Background: an optimization exercise with open tools, aiming at small area, a short achievable clock period and few clock cycles. Do not read the settings as production practice.
Where RTL was checked, it was by simulation tests only, not by an equivalence proof against the original.
The clock port is modelled as an ideal driver, which makes a skipped or thinned clock tree look cheaper than it is; a real chip needs a root buffer or a tree.
Power and IR drop assume default switching activity.

pepper:
==> flow/design.v <==
module frame_serializer (
    input  wire         clk,
    input  wire         rst,
    input  wire         req_valid,
    output reg          req_ready,
    input  wire         op,           
    input  wire         ft,
    input  wire         aw,
    input  wire [31:0]  raw_id,
    input  wire [7:0]   sid_raw,
    input  wire [7:0]   nid_raw,
    input  wire [7:0]   plen,
    input  wire [119:0] pay,
    output reg          tx_valid,
    output reg  [7:0]   tx_data,
    output reg          tx_last,
    input  wire         tx_ready,
    output reg          resp_valid,
    output reg  [2:0]   status,
    output reg  [4:0]   wire_len
);
    localparam [2:0] ST_OK = 3'd0, ST_RANGE = 3'd1, ST_LEN = 3'd2;
    wire        pack_oor = (sid_raw > 8'd31) || (nid_raw > 8'd63);
    wire        id_oor   = op ? pack_oor : (!aw && raw_id[31:16] != 16'd0);
    wire        len_bad  = plen > 8'd15;
    wire [7:0]  a0 = op ? {sid_raw[1:0], nid_raw[5:0]} : raw_id[7:0];
    wire [7:0]  a1 = op ? {5'd0, sid_raw[4:2]}         : raw_id[15:8];
    wire [7:0]  a2 = op ? 8'd0 : raw_id[23:16];
    wire [7:0]  a3 = op ? 8'd0 : raw_id[31:24];
    wire [7:0] cfg = {2'b11, aw, ft, plen[3:0]};
    wire take = tx_valid && tx_ready;
    localparam [1:0] N_CFG = 2'd0, N_ADDR = 2'd1, N_PAY = 2'd2, N_END = 2'd3;
    reg [1:0] nph;
    reg [3:0] nidx;
    reg [7:0] nxt;
    integer i;
    always @(*) begin
        nxt = 8'd0;
        if (nph == N_CFG) nxt = nxt | cfg;
        if (nph == N_ADDR && nidx[1:0] == 2'd0) nxt = nxt | a0;
        if (nph == N_ADDR && nidx[1:0] == 2'd1) nxt = nxt | a1;
        if (nph == N_ADDR && nidx[1:0] == 2'd2) nxt = nxt | a2;
        if (nph == N_ADDR && nidx[1:0] == 2'd3) nxt = nxt | a3;
        for (i = 0; i < 15; i = i + 1)
            if (nph == N_PAY && nidx == i) nxt = nxt | pay[8*i +: 8];
        if (nph == N_END) nxt = nxt | 8'h55;
    end
    wire nxt_end  = (nph == N_END);
    wire addr_lst = (nidx[1:0] == {aw, 1'b1});
    wire pay_lst  = (nidx == plen[3:0] - 4'd1);
    wire no_pay   = (plen[3:0] == 4'd0);
    always @(posedge clk) begin
        if (rst || req_ready) begin
            tx_data <= 8'hAA;
            nph     <= N_CFG;
            nidx    <= 4'd0;
        end else if (take) begin
            tx_data <= nxt;
            case (nph)
                N_CFG:  begin nph <= N_ADDR; nidx <= 4'd0; end
                N_ADDR: if (!addr_lst) nidx <= nidx + 4'd1;
                        else begin nph <= no_pay ? N_END : N_PAY; nidx <= 4'd0; end
                N_PAY:  if (!pay_lst) nidx <= nidx + 4'd1;
                        else nph <= N_END;
                default: ;
            endcase
        end
    end
    always @(posedge clk) begin
        status   <= id_oor ? ST_RANGE : (len_bad ? ST_LEN : ST_OK);
        wire_len <= (id_oor || len_bad) ? 5'd0
                  : (5'd5 + {3'd0, aw, 1'b0} + {1'b0, plen[3:0]});
        if (rst) begin
            req_ready  <= 1'b1;
            tx_valid   <= 1'b0;
            tx_last    <= 1'b0;
            resp_valid <= 1'b0;
        end else begin
            resp_valid <= 1'b0;
            if (req_ready && req_valid) begin
                req_ready <= 1'b0;
                if (id_oor || len_bad) begin
                    resp_valid <= 1'b1;
                    req_ready  <= 1'b1;
                end else begin
                    tx_valid <= 1'b1;
                end
            end else if (take) begin
                tx_last <= nxt_end;
                if (tx_last) begin
                    tx_valid   <= 1'b0;
                    tx_last    <= 1'b0;
                    resp_valid <= 1'b1;
                    req_ready  <= 1'b1;
                end
            end
        end
    end
endmodule
module frame_deserializer (
    input  wire         clk,
    input  wire         rst,
    input  wire         req_valid,
    output reg          req_ready,
    input  wire         rx_valid,
    input  wire [7:0]   rx_data,
    input  wire         rx_timeout,
    output reg          rx_ready,
    output reg          resp_valid,
    output wire [2:0]   status,
    output wire         ft,
    output wire         aw,
    output wire [25:0]  sid,
    output wire [5:0]   nid,
    output wire [3:0]   plen,
    output wire [119:0] pay
);
    reg         st_start, st_cfg, st_addr, st_pay, st_end;
    reg [5:0]   rx_cfg;       
    wire        c_aw  = rx_cfg[5];
    wire [3:0]  c_len = rx_cfg[3:0];
    reg [31:0]  rx_acc;
    reg [1:0]   k;
    reg [3:0]   j;
    reg [119:0] rx_buf;
    reg         st_desync, st_trunc;
    assign status = {st_trunc, st_desync, st_desync};
    assign ft     = rx_cfg[4];
    assign aw     = rx_cfg[5];
    assign plen   = rx_cfg[3:0];
    assign sid    = rx_acc[31:6];
    assign nid    = rx_acc[5:0];
    assign pay    = rx_buf;
    wire is_aa = (rx_data == 8'hAA);
    wire is_55 = (rx_data == 8'h55);
    wire fin = rx_ready && ((st_start && (rx_timeout || (rx_valid && !is_aa)))
                         || ((st_cfg || st_addr || st_pay) && rx_timeout)
                         || (st_end && (rx_valid || rx_timeout)));
    wire addr_last = c_aw ? (k == 2'd3) : (k == 2'd1);
    wire no_pay    = (c_len == 4'd0);
    wire pay_last  = (j == c_len - 4'd1);
    integer i;
    always @(posedge clk) begin
        if (st_cfg)
            rx_cfg <= rx_data[5:0];
        if (st_start)
            rx_acc[31:16] <= 16'd0;
        for (i = 0; i < 4; i = i + 1)
            if (st_addr && k == i)
                rx_acc[8*i +: 8] <= rx_data;
        for (i = 0; i < 15; i = i + 1)
            if (st_pay && j == i)
                rx_buf[8*i +: 8] <= rx_data;
        st_desync <= st_start;
        st_trunc  <= !st_start && !(st_end && rx_valid && is_55);
        if (rst) begin
            req_ready  <= 1'b1;
            rx_ready   <= 1'b0;
            resp_valid <= 1'b0;
        end else begin
            resp_valid <= fin;
            if (req_ready && req_valid) begin
                req_ready <= 1'b0;
                rx_ready  <= 1'b1;
                st_start  <= 1'b1;
                st_cfg    <= 1'b0;
                st_addr   <= 1'b0;
                st_pay    <= 1'b0;
                st_end    <= 1'b0;
            end else if (fin) begin
                rx_ready  <= 1'b0;
                req_ready <= 1'b1;
            end else if (rx_ready && rx_valid) begin
                st_start <= 1'b0;
                st_cfg   <= st_start;
                st_addr  <= st_cfg || (st_addr && !addr_last);
                st_pay   <= (st_addr && addr_last && !no_pay) || (st_pay && !pay_last);
                st_end   <= (st_addr && addr_last && no_pay) || (st_pay && pay_last);
                k        <= st_addr ? k + 2'd1 : 2'd0;
                j        <= st_pay ? j + 4'd1 : 4'd0;
            end
        end
    end
endmodule
module frame_codec (
    input  wire         clk,
    input  wire         rst,
    input  wire         tx_req_valid,
    output wire         tx_req_ready,
    input  wire         tx_op,
    input  wire         tx_ft,
    input  wire         tx_aw,
    input  wire [31:0]  tx_raw_id,
    input  wire [7:0]   tx_sid,
    input  wire [7:0]   tx_nid,
    input  wire [7:0]   tx_plen,
    input  wire [119:0] tx_pay,
    output wire         tx_valid,
    output wire [7:0]   tx_data,
    output wire         tx_last,
    input  wire         tx_ready,
    output wire         tx_resp_valid,
    output wire [2:0]   tx_status,
    output wire [4:0]   tx_wire_len,
    input  wire         rx_req_valid,
    output wire         rx_req_ready,
    input  wire         rx_valid,
    input  wire [7:0]   rx_data,
    input  wire         rx_timeout,
    output wire         rx_ready,
    output wire         rx_resp_valid,
    output wire [2:0]   rx_status,
    output wire         rx_ft,
    output wire         rx_aw,
    output wire [25:0]  rx_sid,
    output wire [5:0]   rx_nid,
    output wire [3:0]   rx_plen,
    output wire [119:0] rx_pay
);
    frame_serializer u_tx (
        .clk(clk), .rst(rst),
        .req_valid(tx_req_valid), .req_ready(tx_req_ready),
        .op(tx_op), .ft(tx_ft), .aw(tx_aw), .raw_id(tx_raw_id),
        .sid_raw(tx_sid), .nid_raw(tx_nid), .plen(tx_plen), .pay(tx_pay),
        .tx_valid(tx_valid), .tx_data(tx_data), .tx_last(tx_last), .tx_ready(tx_ready),
        .resp_valid(tx_resp_valid), .status(tx_status), .wire_len(tx_wire_len)
    );
    frame_deserializer u_rx (
        .clk(clk), .rst(rst),
        .req_valid(rx_req_valid), .req_ready(rx_req_ready),
        .rx_valid(rx_valid), .rx_data(rx_data), .rx_timeout(rx_timeout), .rx_ready(rx_ready),
        .resp_valid(rx_resp_valid), .status(rx_status),
        .ft(rx_ft), .aw(rx_aw), .sid(rx_sid), .nid(rx_nid), .plen(rx_plen), .pay(rx_pay)
    );
endmodule
==> flow/config.mk <==
export PLATFORM = sky130hd
export DESIGN_NAME = frame_codec
export DESIGN_NICKNAME = frame_codec
export VERILOG_FILES = /design/flow/design.v
export SDC_FILE = /design/flow/constraint.sdc
export NUM_CORES = 4
export LEC_CHECK = 0
export CAP_MARGIN = 20
export CORE_MARGIN = 2
export CORE_UTILIZATION = 40
export SETUP_SLACK_MARGIN = 3.8
export SLEW_MARGIN = 20
==> flow/constraint.sdc <==
create_clock -name core_clock -period 6.0 [get_ports {clk}]
set_input_delay 1.2000 -clock core_clock [delete_from_list [all_inputs] [get_ports {clk}]]
set_output_delay 1.2000 -clock core_clock [all_outputs]
set_load 0.01 [all_outputs]
standard.sh (not shown) runs the stock make flow with config.mk's settings and CLKGATE_MAP_FILE= SYNTH_SCRIPT=/design/flow/synth_recipe.tcl, a recipe that flattens the netlist after the stock synthesis.
==> flow/flow/run.sh <==
#!/bin/bash
# Standard layout, with the port buffers made of the smallest buffer cell.
set -euo pipefail
export BUFFER_PORTS_ARGS="-buffer_cell sky130_fd_sc_hd__buf_1"
bash standard.sh > flow_make.log 2>&1
Looking at the reports, pepper completed the entire flow and the layout it produced met the timing, DRC and antenna checks.
#### Input delta (onyx over pepper)
Settings: swapping 3.8 for 3.7 in SETUP_SLACK_MARGIN.
### Flow results
Diff pepper -> onyx: proportion of power drawn by combinational gates lower, setup slack lower, share of cell area taken by multi-input logic gates lower, post-synthesis compound-gate area fraction roughly the same.
Function was not checked in any run of this note: the RTL went through the layout flow alone.

* * *

frame_codec, a different RTL version from the one above (not shown whole).
For scale: about 610 cells after synthesis, roughly 380 I/O pins.
==> flow/config.mk <==
export PLATFORM = sky130hd
export DESIGN_NAME = frame_codec
export DESIGN_NICKNAME = frame_codec
export VERILOG_FILES = /design/flow/design.v
export SDC_FILE = /design/flow/constraint.sdc
export NUM_CORES = 4
export LEC_CHECK = 0
export CAP_MARGIN = 20
export CORE_MARGIN = 2
export CORE_UTILIZATION = 60
export SETUP_SLACK_MARGIN = 3.8
export SLEW_MARGIN = 20
export SYNTH_HIERARCHICAL = 1
==> flow/constraint.sdc <==
create_clock -name core_clock -period 6.0 [get_ports {clk}]
set_input_delay 1.2000 -clock core_clock [delete_from_list [all_inputs] [get_ports {clk}]]
set_output_delay 1.2000 -clock core_clock [all_outputs]
set_load 0.01 [all_outputs]
==> flow/flow/run.sh <==
#!/bin/bash
# Standard layout, except that:
#  - the port buffers are the smallest buffer cell (buf_1);
#  - the clock tree is built by flow/manual_tree.tcl in place of TritonCTS:
#    the clock port drives 4 root buffers, each next to its share of the
#    leaf buffers, and each leaf buffer drives one balanced k-means cluster
#    of flip-flops. Everything after the tree (legalisation, timing repair,
#    routing, finishing) is the standard cts.tcl and later steps.
set -euo pipefail
here=$(pwd)
export BUFFER_PORTS_ARGS="-buffer_cell sky130_fd_sc_hd__buf_1"
bash standard.sh synth > log_synth.log 2>&1
rm -rf scripts_mt
cp -r "$FLOW_HOME/scripts" scripts_mt
python3 - "$here/scripts_mt/cts.tcl" > log_patch.log 2>&1 <<'PY'
import sys
p = sys.argv[1]
s = open(p).read()
old = "log_cmd clock_tree_synthesis {*}$cts_args"
assert s.count(old) == 1
s = s.replace(old, "source $::env(MT_TREE_TCL)\nmt_build $::env(MT_NLEAF) $::env(MT_NROOT) $::env(MT_LEAF_CELL) $::env(MT_ROOT_CELL)")
open(p, "w").write(s)
print("patched", p)
PY
export MT_TREE_TCL="$here/flow/manual_tree.tcl"
export MT_NLEAF=12
export MT_NROOT=4
export MT_LEAF_CELL=sky130_fd_sc_hd__clkbuf_16
export MT_ROOT_CELL=sky130_fd_sc_hd__clkbuf_16
bash standard.sh SCRIPTS_DIR="$here/scripts_mt" finish > log_flow.log 2>&1
==> flow/flow/manual_tree.tcl <==
proc mt_build {nleaf use_root leaf_cell root_cell} {
  set db [ord::get_db]
  set block [ord::get_db_block]
  set clk [$block findNet clk]
  set sinks {}
  foreach it [$clk getITerms] {
    if {[$it isInputSignal] || [[$it getMTerm] getSigType] eq "CLOCK"} { lappend sinks $it }
  }
  set n [llength $sinks]
  set xs {}; set ys {}
  foreach it $sinks {
    set bb [[$it getInst] getBBox]
    lappend xs [expr {([$bb xMin] + [$bb xMax]) / 2}]
    lappend ys [expr {([$bb yMin] + [$bb yMax]) / 2}]
  }
  # k-means, seeded along a sort by angle around the centroid
  set cx 0; set cy 0
  foreach x $xs y $ys { set cx [expr {$cx + $x}]; set cy [expr {$cy + $y}] }
  set cx [expr {$cx / double($n)}]; set cy [expr {$cy / double($n)}]
  set idx {}
  for {set i 0} {$i < $n} {incr i} {
    lappend idx [list $i [expr {atan2([lindex $ys $i] - $cy, [lindex $xs $i] - $cx)}]]
  }
  set idx [lsort -real -index 1 $idx]
  set kx {}; set ky {}
  for {set c 0} {$c < $nleaf} {incr c} {
    set sx 0; set sy 0; set m 0
    for {set p [expr {$c * $n / $nleaf}]} {$p < ($c + 1) * $n / $nleaf} {incr p} {
      set i [lindex $idx $p 0]
      set sx [expr {$sx + [lindex $xs $i]}]; set sy [expr {$sy + [lindex $ys $i]}]; incr m
    }
    lappend kx [expr {$sx / double($m)}]; lappend ky [expr {$sy / double($m)}]
  }
  set cap [expr {int(ceil(double($n) / $nleaf * 1.15))}]
  for {set iter 0} {$iter < 30} {incr iter} {
    # balanced assignment: nearest centre with room
    set pairs {}
    for {set i 0} {$i < $n} {incr i} {
      for {set c 0} {$c < $nleaf} {incr c} {
        set d [expr {abs([lindex $xs $i] - [lindex $kx $c]) + abs([lindex $ys $i] - [lindex $ky $c])}]
        lappend pairs [list $i $c $d]
      }
    }
    set pairs [lsort -real -index 2 $pairs]
    set asg [lrepeat $n -1]; set cnt [lrepeat $nleaf 0]
    foreach pr $pairs {
      lassign $pr i c d
      if {[lindex $asg $i] >= 0 || [lindex $cnt $c] >= $cap} continue
      lset asg $i $c; lset cnt $c [expr {[lindex $cnt $c] + 1}]
    }
    set nx [lrepeat $nleaf 0.0]; set ny [lrepeat $nleaf 0.0]
    for {set i 0} {$i < $n} {incr i} {
      set c [lindex $asg $i]
      lset nx $c [expr {[lindex $nx $c] + [lindex $xs $i]}]
      lset ny $c [expr {[lindex $ny $c] + [lindex $ys $i]}]
    }
    for {set c 0} {$c < $nleaf} {incr c} {
      if {[lindex $cnt $c] > 0} {
        lset kx $c [expr {[lindex $nx $c] / [lindex $cnt $c]}]
        lset ky $c [expr {[lindex $ny $c] / [lindex $cnt $c]}]
      }
    }
  }
  set lm [$db findMaster $leaf_cell]
  set rm [$db findMaster $root_cell]
  # group the leaves for the roots: sort leaves by angle around the centroid
  set lidx {}
  for {set c 0} {$c < $nleaf} {incr c} {
    lappend lidx [list $c [expr {atan2([lindex $ky $c] - $cy, [lindex $kx $c] - $cx)}]]
  }
  set lidx [lsort -real -index 1 $lidx]
  set lroot [lrepeat $nleaf 0]
  if {$use_root > 0} {
    for {set p 0} {$p < $nleaf} {incr p} {
      lset lroot [lindex $lidx $p 0] [expr {$p * $use_root / $nleaf}]
    }
    set tops {}
    for {set r 0} {$r < $use_root} {incr r} {
      set sx 0; set sy 0; set m 0
      for {set c 0} {$c < $nleaf} {incr c} {
        if {[lindex $lroot $c] == $r} {
          set sx [expr {$sx + [lindex $kx $c]}]; set sy [expr {$sy + [lindex $ky $c]}]; incr m
        }
      }
      set root [odb::dbInst_create $block $rm "mt_root_$r"]
      $root setLocation [expr {int($sx / $m)}] [expr {int($sy / $m)}]
      $root setPlacementStatus PLACED
      set top [odb::dbNet_create $block "mt_clk_root_$r"]
      $top setSigType CLOCK
      [$root findITerm A] connect $clk
      [$root findITerm X] connect $top
      lappend tops $top
    }
  }
  for {set c 0} {$c < $nleaf} {incr c} {
    set b [odb::dbInst_create $block $lm "mt_leaf_$c"]
    $b setLocation [expr {int([lindex $kx $c])}] [expr {int([lindex $ky $c])}]
    $b setPlacementStatus PLACED
    set net [odb::dbNet_create $block "mt_clk_$c"]
    $net setSigType CLOCK
    if {$use_root > 0} {
      [$b findITerm A] connect [lindex $tops [lindex $lroot $c]]
    } else {
      [$b findITerm A] connect $clk
    }
    [$b findITerm X] connect $net
    for {set i 0} {$i < $n} {incr i} {
      if {[lindex $asg $i] == $c} {
        set it [lindex $sinks $i]
        $it disconnect
        $it connect $net
      }
    }
  }
  puts "manual tree: $n sinks, $nleaf leaves ([join $cnt { }]), roots $use_root"
}
Testbench counts at the start, summed over its fixed seeds: cycles 56,146.
Then changed:
--- a/flow/flow/run.sh
+++ b/flow/flow/run.sh
@@ -19,12 +19,10 @@
 old = "log_cmd clock_tree_synthesis {*}$cts_args"
 assert s.count(old) == 1
-s = s.replace(old, "source $::env(MT_TREE_TCL)\nmt_build $::env(MT_NLEAF) $::env(MT_NROOT) $::env(MT_LEAF_CELL) $::env(MT_ROOT_CELL)")
+s = s.replace(old, "source $::env(MT_TREE_TCL)\nmt_build $::env(MT_NLEAF) $::env(MT_NROOT) sky130_fd_sc_hd__clkbuf_16 sky130_fd_sc_hd__clkbuf_16")
 open(p, "w").write(s)
 print("patched", p)
 PY
 export MT_TREE_TCL="$here/flow/manual_tree.tcl"
-export MT_NLEAF=12
-export MT_NROOT=4
-export MT_LEAF_CELL=sky130_fd_sc_hd__clkbuf_16
-export MT_ROOT_CELL=sky130_fd_sc_hd__clkbuf_16
+export MT_NLEAF=${MT_NLEAF:-12}
+export MT_NROOT=${MT_NROOT:-4}
 bash standard.sh SCRIPTS_DIR="$here/scripts_mt" finish > log_flow.log 2>&1
Settings changed: CORE_UTILIZATION 60 to 40, SETUP_SLACK_MARGIN 3.8 to 3.95.
Power rose by a few percent.
Global-route usage fell by 12 points.
Setup slack gains 0.16 ns.
Combinational power rose by a quarter to a third.
Routed wire length rose by a few percent.
Maximum frequency rose by a little under a tenth.
Design area rose by a little under a tenth.
Worst hold slack loses 0.011 ns.
Synthesized area does not change.
Then changed:
--- a/flow/flow/run.sh
+++ b/flow/flow/run.sh
@@ -19,10 +19,12 @@
 old = "log_cmd clock_tree_synthesis {*}$cts_args"
 assert s.count(old) == 1
-s = s.replace(old, "source $::env(MT_TREE_TCL)\nmt_build $::env(MT_NLEAF) $::env(MT_NROOT) sky130_fd_sc_hd__clkbuf_16 sky130_fd_sc_hd__clkbuf_16")
+s = s.replace(old, "source $::env(MT_TREE_TCL)\nmt_build $::env(MT_NLEAF) $::env(MT_NROOT) $::env(MT_LEAF_CELL) $::env(MT_ROOT_CELL)")
 open(p, "w").write(s)
 print("patched", p)
 PY
 export MT_TREE_TCL="$here/flow/manual_tree.tcl"
-export MT_NLEAF=${MT_NLEAF:-12}
-export MT_NROOT=${MT_NROOT:-4}
+export MT_NLEAF=12
+export MT_NROOT=4
+export MT_LEAF_CELL=sky130_fd_sc_hd__clkbuf_16
+export MT_ROOT_CELL=sky130_fd_sc_hd__clkbuf_16
 bash standard.sh SCRIPTS_DIR="$here/scripts_mt" finish > log_flow.log 2>&1
--- a/flow/flow/manual_tree.tcl
+++ b/flow/flow/manual_tree.tcl
@@ -89,5 +89,5 @@
       $top setSigType CLOCK
       [$root findITerm A] connect $clk
-      [$root findITerm X] connect $top
+      [mt_out $root] connect $top
       lappend tops $top
     }
@@ -104,5 +104,5 @@
       [$b findITerm A] connect $clk
     }
-    [$b findITerm X] connect $net
+    [mt_out $b] connect $net
     for {set i 0} {$i < $n} {incr i} {
       if {[lindex $asg $i] == $c} {
@@ -115,2 +115,9 @@
   puts "manual tree: $n sinks, $nleaf leaves ([join $cnt { }]), roots $use_root"
 }
+
+# the output pin of a buffer (X) or inverter (Y)
+proc mt_out {inst} {
+  set it [$inst findITerm X]
+  if {$it eq "NULL" || $it eq ""} { set it [$inst findITerm Y] }
+  return $it
+}
Settings changed: CORE_UTILIZATION 40 to 58, SETUP_SLACK_MARGIN 3.95 to 3.85.
Effect: Routed wire length went up by 5.4%. Final area went down by 7.0%. Fmax went down by 3.2%. Combinational power went down by 14%. Worst setup slack gets worse by 0.069 ns. Register-to-register slack gets worse by 0.11 ns. Worst hold slack gets better by 0.013 ns. First-iteration DRC count went up by 97%.
Then changed:
Settings changed: CAP_MARGIN 20 to 10, CORE_UTILIZATION 58 to 60, SLEW_MARGIN 20 to 10.
Synthesized area is unchanged.
Worst hold slack is about the same.
Design area is about the same.
Worst setup slack gets better by 0.063 ns.
Then changed:
--- a/flow/flow/run.sh
+++ b/flow/flow/run.sh
@@ -19,12 +19,10 @@
 old = "log_cmd clock_tree_synthesis {*}$cts_args"
 assert s.count(old) == 1
-s = s.replace(old, "source $::env(MT_TREE_TCL)\nmt_build $::env(MT_NLEAF) $::env(MT_NROOT) $::env(MT_LEAF_CELL) $::env(MT_ROOT_CELL)")
+s = s.replace(old, "source $::env(MT_TREE_TCL)\nmt_build $::env(MT_NLEAF) $::env(MT_NROOT) sky130_fd_sc_hd__clkbuf_16 sky130_fd_sc_hd__clkbuf_16")
 open(p, "w").write(s)
 print("patched", p)
 PY
 export MT_TREE_TCL="$here/flow/manual_tree.tcl"
-export MT_NLEAF=12
-export MT_NROOT=4
-export MT_LEAF_CELL=sky130_fd_sc_hd__clkbuf_16
-export MT_ROOT_CELL=sky130_fd_sc_hd__clkbuf_16
+export MT_NLEAF=${MT_NLEAF:-12}
+export MT_NROOT=${MT_NROOT:-4}
 bash standard.sh SCRIPTS_DIR="$here/scripts_mt" finish > log_flow.log 2>&1
--- a/flow/flow/manual_tree.tcl
+++ b/flow/flow/manual_tree.tcl
@@ -89,5 +89,5 @@
       $top setSigType CLOCK
       [$root findITerm A] connect $clk
-      [mt_out $root] connect $top
+      [$root findITerm X] connect $top
       lappend tops $top
     }
@@ -104,5 +104,5 @@
       [$b findITerm A] connect $clk
     }
-    [mt_out $b] connect $net
+    [$b findITerm X] connect $net
     for {set i 0} {$i < $n} {incr i} {
       if {[lindex $asg $i] == $c} {
@@ -115,9 +115,2 @@
   puts "manual tree: $n sinks, $nleaf leaves ([join $cnt { }]), roots $use_root"
 }
-
-# the output pin of a buffer (X) or inverter (Y)
-proc mt_out {inst} {
-  set it [$inst findITerm X]
-  if {$it eq "NULL" || $it eq ""} { set it [$inst findITerm Y] }
-  return $it
-}
Settings changed: CAP_MARGIN 10 to 20, CORE_UTILIZATION 60 to 40, SETUP_SLACK_MARGIN 3.85 to 3.8, SLEW_MARGIN 10 to 20.
The changed run ran to the end with no violations.
Final cell count went up by 8.8%.
Wire length increases by 5.7%.
Total power rises by 1.0%.
Design area came out higher by 2.2%.
First-iteration DRC count is lower by 44%.
Then changed:
--- a/flow/flow/run.sh
+++ b/flow/flow/run.sh
@@ -19,10 +19,12 @@
 old = "log_cmd clock_tree_synthesis {*}$cts_args"
 assert s.count(old) == 1
-s = s.replace(old, "source $::env(MT_TREE_TCL)\nmt_build $::env(MT_NLEAF) $::env(MT_NROOT) sky130_fd_sc_hd__clkbuf_16 sky130_fd_sc_hd__clkbuf_16")
+s = s.replace(old, "source $::env(MT_TREE_TCL)\nmt_build $::env(MT_NLEAF) $::env(MT_NROOT) $::env(MT_LEAF_CELL) $::env(MT_ROOT_CELL)")
 open(p, "w").write(s)
 print("patched", p)
 PY
 export MT_TREE_TCL="$here/flow/manual_tree.tcl"
-export MT_NLEAF=${MT_NLEAF:-12}
-export MT_NROOT=${MT_NROOT:-4}
+export MT_NLEAF=12
+export MT_NROOT=4
+export MT_LEAF_CELL=sky130_fd_sc_hd__clkbuf_16
+export MT_ROOT_CELL=sky130_fd_sc_hd__clkbuf_16
 bash standard.sh SCRIPTS_DIR="$here/scripts_mt" finish > log_flow.log 2>&1
--- a/flow/flow/manual_tree.tcl
+++ b/flow/flow/manual_tree.tcl
@@ -89,5 +89,5 @@
       $top setSigType CLOCK
       [$root findITerm A] connect $clk
-      [$root findITerm X] connect $top
+      [mt_out $root] connect $top
       lappend tops $top
     }
@@ -104,5 +104,5 @@
       [$b findITerm A] connect $clk
     }
-    [$b findITerm X] connect $net
+    [mt_out $b] connect $net
     for {set i 0} {$i < $n} {incr i} {
       if {[lindex $asg $i] == $c} {
@@ -115,2 +115,9 @@
   puts "manual tree: $n sinks, $nleaf leaves ([join $cnt { }]), roots $use_root"
 }
+
+# the output pin of a buffer (X) or inverter (Y)
+proc mt_out {inst} {
+  set it [$inst findITerm X]
+  if {$it eq "NULL" || $it eq ""} { set it [$inst findITerm Y] }
+  return $it
+}
Settings changed: CAP_MARGIN 20 to 0, CORE_UTILIZATION 40 to 60, SETUP_SLACK_MARGIN 3.8 to 3.85, SLEW_MARGIN 20 to 0.
Outcome: Area after synthesis is unchanged. Synthesized cell count stays the same. Design area falls by 2.2%. Via count rises by 4.5%. Fmax rises by 3.1%. Worst setup slack gets better by 0.065 ns.
In every run of this note, the design's own scripts or RTL, not TritonCTS, make the clock network.

==> static timing again, ports no longer ideal <==
Ports are ideal in the flow. The routed layouts listed here were re-timed in OpenROAD.
Step 1 assumes that a clkbuf_16 drives the clock port and a buf_2 every other input.
Step 2 moves the port delays by t, midway between the first and last clock arrival at a register: inputs arrive t later, outputs are due t later. That takes back most of the time a late clock gives input paths.
Three values: ideal, step 1, step 2; two values: the first two.
run	t, ns	slack for setup (ns)	hold WS [ns]	worst data-port slew with drivers (ns)	pins driven straight from the clock port
pepper	0.477	3.698 / 3.676 / 3.199	0.477 / 0.477 / 0.477	0.08	1
onyx	0.482	3.671 / 3.688 / 3.211	0.482 / 0.482 / 0.482	0.09	1
the first run of note 2	0.368	3.736 / 3.648 / 3.517	0.464 / 0.464 / 0.464	0.13	4
the second run of note 2	0.374	3.897 / 3.805 / 3.609	0.452 / 0.452 / 0.452	0.08	4
the third run of note 2	0.371	3.828 / 3.766 / 3.491	0.466 / 0.466 / 0.466	0.14	4
the fourth run of note 2	0.371	3.891 / 3.801 / 3.542	0.468 / 0.468 / 0.468	0.13	4
the fifth run of note 2	0.373	3.826 / 3.782 / 3.554	0.464 / 0.464 / 0.464	0.11	4
the sixth run of note 2	0.371	3.891 / 3.801 / 3.542	0.468 / 0.468 / 0.468	0.13	4
After both steps setup and hold are still met in every run listed. For pepper, which loses most, drivers alone change the setup slack by -0.022 ns; drivers and shift together by -0.499 ns.
